This is an optimization exercise on Yosys and OpenROAD, whose aim is small area, a short achievable clock period and few clock cycles, not a production implementation.
Where RTL was checked, it was by simulation tests only, not by an equivalence proof against the original.
Power and IR drop assume default switching activity.

P:
## nbc_stream_dec
module nbc_stream_dec (
    input  wire        clk,
    input  wire        rst,
    input  wire        cmd_valid,
    output wire        cmd_ready,
    input  wire [1:0]  cmd_mode,
    input  wire [63:0] cmd_acc,
    input  wire        in_valid,
    output wire        in_ready,
    input  wire [63:0] in_data,
    output reg         out_valid,
    input  wire        out_ready,
    output reg  [63:0] out_data,
    output reg         out_last
);
Size: ~2400 cells after synthesis, roughly 400 flip-flops, ~200 I/O pins.
export LEC_CHECK = 0
export CAP_MARGIN = 20
export CORE_MARGIN = 2
export CORE_UTILIZATION = 45
export SETUP_SLACK_MARGIN = 4.7
export SLEW_MARGIN = 20
export TNS_END_PERCENT = 10
create_clock -name core_clock -period 8.0 [get_ports {clk}]
run.sh (not shown) runs the stock make flow with config.mk's settings and CLKGATE_MAP_FILE= SYNTH_SCRIPT=/design/flow/synth_recipe.tcl, a recipe that flattens the netlist after the stock synthesis.
In summary, P completed successfully, with a layout that passed the timing, DRC and antenna checks.
Testbench counts of P, summed over its fixed seeds: cycles 16,918.
Relative to P, the following input files were edited for Q:
- a change of CORE_UTILIZATION from 45 to 60
- a change of TNS_END_PERCENT from 10 to 2
- a change of SETUP_SLACK_MARGIN from 4.7 to 5.0
## What came out
Run comparison: Q top metal layer carrying routed signals met4; P top metal layer carrying routed signals met5
Changes observed in Q relative to P: storage element area closely matched the old numbers; combinational cell fraction of total power increased by 1.3 points relative to the old numbers; final weighted congestion of routability-driven global placement increased by 0.053 relative to the old numbers.
What R does differently from Q at the input level:
- swapping 5.0 for 4.5 in SETUP_SLACK_MARGIN
- swapping 60 for 30 in CORE_UTILIZATION
- swapping 2 for 10 in TNS_END_PERCENT
[summary]
R gives less critical path depth than Q did. Lower number of vias after detailed routing was reported by R, not Q. [compare] base=Q new=R: depth of the worst register-to-register path shrank by 5, biggest fanout along the worst timing path grew by 4, final critical path time including I/O delays and setup grew by 130 ps, endpoint required time on the critical path shrank by 1900 ps. R against Q; non-clock buffer count is down by more than 10%.
## Diff of input files: S against R
- TNS_END_PERCENT changed from 10 to 5
- SETUP_SLACK_MARGIN changed from 4.5 to 5.0
- CORE_UTILIZATION changed from 30 to 40
==> comparison <==
S reports its startpoint of the worst setup timing path as out_data[8]$_DFFE_PP_ while R reports out_data[39]$_DFFE_PP_. S against R: initial core utilization now sits higher, maximum clock frequency +0.0094 GHz, fraction of standard cell area in multi-input logic level, transition time at the pin with the least slew margin increased 43 ps. S ended with every stage complete and zero timing, DRC or antenna violations. R ended up with met5 as its uppermost layer routed; S ended up with met4.
diff inputs: S => T
- swapping 5.0 for 4.9 in SETUP_SLACK_MARGIN
- swapping 5 for 10 in TNS_END_PERCENT
- swapping 40 for 45 in CORE_UTILIZATION
### Flow results
Endpoint of the worst setup timing path = out_data[40]: T; endpoint of the worst setup timing path = out_data[8]: S
For the non-clock buffer count in the final layout, T came in about 13% lower than S did.
Of T and S, the lower via count belongs to T.
Between S and T, routed wire length decreased.
Changes observed in T relative to S: critical path depth shrank by 1, time the worst path needs with I/O delays and setup shrank by 58 ps, met1 track demand over resource in global routing grew by 3.4 points, floorplan die width shrank by 5.6%.

build 14:
Another version of the RTL of nbc_stream_dec (not shown whole).
Size in the first run: roughly 2900 cells after synthesis, roughly 400 flip-flops, about 200 I/O pins, roughly 25000 um^2 of cells after synthesis.
// nbc_stream_dec
module nbc_stream_dec (
    input  wire        clk,
    input  wire        rst,
    input  wire        cmd_valid,
    output wire        cmd_ready,
    input  wire [1:0]  cmd_mode,
    input  wire [63:0] cmd_acc,
    input  wire        in_valid,
    output wire        in_ready,
    input  wire [63:0] in_data,
    output reg         out_valid,
    input  wire        out_ready,
    output reg  [63:0] out_data,
    output reg         out_last
);
clock: 8.0 ns
lec_check: 0
cap_margin: 20
core_margin: 2
core_utilization: 30
setup_slack_margin: 5
slew_margin: 20
Changes in build 13 relative to build 14:
Settings: putting TNS_END_PERCENT at 10 where nothing was set; swapping 5 for 4.5 in SETUP_SLACK_MARGIN; putting PLACE_DENSITY at 0.75 where nothing was set.
==> comparison <==
- [compare] base=build 14 new=build 13: post-layout worst setup margin saw an increase, via count of the routed design saw a decrease, top fanout value on the critical path saw an increase, wire length of the first global-routing pass saw a decrease.
The following lists how build 56 was set up differently from build 13:
Settings: PLACE_DENSITY: 0.75 -> unset.
## What came out
Diff build 13 -> build 56: non-clock buffer count shows an increase of about 0.8%; utilization after layout held; sequential share of layout area held steady; fraction of the mapped netlist area in compound gates barely changed. | routed wire length | build 13 vs build 56 | ≈ equal |. As of build 56, post-layout instance area had risen slightly compared to build 13. Sequential power delta (build 56 -> build 13): insignificant. From build 13 to build 56 the numbers moved as follows: maximum frequency fell 0.35%, worst supply voltage drop on vdd fell 18%, path depth of the worst reg2reg path rose 1, global-route total usage across every layer rose 0.19 points.
Input changes introduced in build 54 (baseline for comparison: build 56):
Settings: a deleted TNS_END_PERCENT that had been 10.
Notes after the runs:
No run among build 56 and build 54 stopped early or left any final violation; all are clean. Relative to build 56, via count increased by 266 in build 54. Against build 56, first-pass GRT wire length in build 54 rose slightly. Between build 56 and build 54, number of diodes is lower for build 56, build 54 comes in above that. Summary of build 54 over build 56: worst slack on hold paths picked up an extra 0.015 ns, layout filler cell count neither gained nor lost much, cell area after synthesis neither gained nor lost much. Lower global-route met2 utilization among build 56 and build 54: build 56. [compare] base=build 56 new=build 54: multi-input logic portion of the cell area held; first-iteration DRC count went up 31.
No functional check of the RTL was part of any run of this note.

old:
nbc_stream_dec with an RTL version that a note above also has.
For scale: about 400 flip-flops, roughly 200 I/O pins, roughly 23000 um2 of cells after synthesis.
Settings: LEC_CHECK=0, CAP_MARGIN=20, CORE_MARGIN=2, CORE_UTILIZATION=45, PLACE_DENSITY=0.7, SETUP_SLACK_MARGIN=5.0, SLEW_MARGIN=20, TNS_END_PERCENT=2; clock period 8.0 ns.
Testbench counts of old, summed over its fixed seeds: cycles 16,918.
Modified inputs, new compared to old
Settings: TNS_END_PERCENT now 5, was 2; PLACE_DENSITY no longer set, was 0.7; SETUP_SLACK_MARGIN now 4.8, was 5.0.
==> comparison <==
Looking at count of plain and timing-repair buffers in the layout, new sits about 21% below old. On area taken by flip-flops and latches, old and new are basically level. Summary of new over old: final area has decreased, wire length on met3 has decreased, number of non-clock inverters has remained practically unchanged, final cell count has decreased, portion of total power attributed to the clock network has decreased. old consumes more power than new. Between new and old, it is new whose total vias in the final route is lower, by 3.7%. old vs new, launching instance or port of the critical path: out_data[9] vs out_data[8]. Compared to old, new leaves more free space in the core.

afterwards: timing with drivers on the ports:
Ports are ideal in the flow. The routed layouts listed here were re-timed in OpenROAD. Step 1 (the two cells are an assumption about what drives the block):
set clk [get_ports {clk}]
set_driving_cell -lib_cell sky130_fd_sc_hd__clkbuf_16 $clk
set_driving_cell -lib_cell sky130_fd_sc_hd__buf_2 [delete_from_list [all_inputs] $clk]
Step 2 moves the port delays by t, midway between the first and last clock arrival at a register: inputs arrive t later, outputs are due t later. That takes back most of the time a late clock gives input paths. Slacks: no drivers / after step 1 / after step 2; pairs: no drivers / after step 1.
run	t (ns)	setup slack, ns	hold WS [ns]	worst setup path at the end	worst register clock-pin slew, ns
P	0.663	4.610 / 4.566 / 4.133	0.429 / 0.429 / 0.429	input to register	0.06 / 0.06
Q	0.625	4.644 / 4.642 / 4.161	0.424 / 0.424 / 0.424	input to register	0.07 / 0.07
R	0.638	4.514 / 4.457 / 4.123	0.420 / 0.420 / 0.420	input to register	0.07 / 0.07
S	0.642	4.625 / 4.565 / 4.225	0.422 / 0.422 / 0.422	input to register	0.07 / 0.07
T	0.669	4.684 / 4.614 / 4.280	0.424 / 0.424 / 0.424	input to register	0.06 / 0.06
build 14	0.633	4.466 / 4.466 / 4.269	0.457 / 0.457 / 0.457	input to register	0.06 / 0.06
build 13	0.646	4.470 / 4.470 / 3.937	0.420 / 0.420 / 0.420	input to register	0.07 / 0.07
build 56	0.639	4.458 / 4.458 / 3.945	0.421 / 0.421 / 0.421	input to register	0.07 / 0.07
build 54	0.654	4.475 / 4.475 / 4.202	0.436 / 0.436 / 0.436	input to register	0.06 / 0.06
old	0.631	4.637 / 4.637 / 4.177	0.424 / 0.424 / 0.424	input to register	0.07 / 0.07
new	0.662	4.634 / 4.570 / 4.144	0.428 / 0.428 / 0.428	input to register	0.06 / 0.06
After both steps setup and hold are still met in every run listed. For build 13, which loses most, drivers alone change the setup slack by 0.000 ns; drivers and shift together by -0.533 ns.
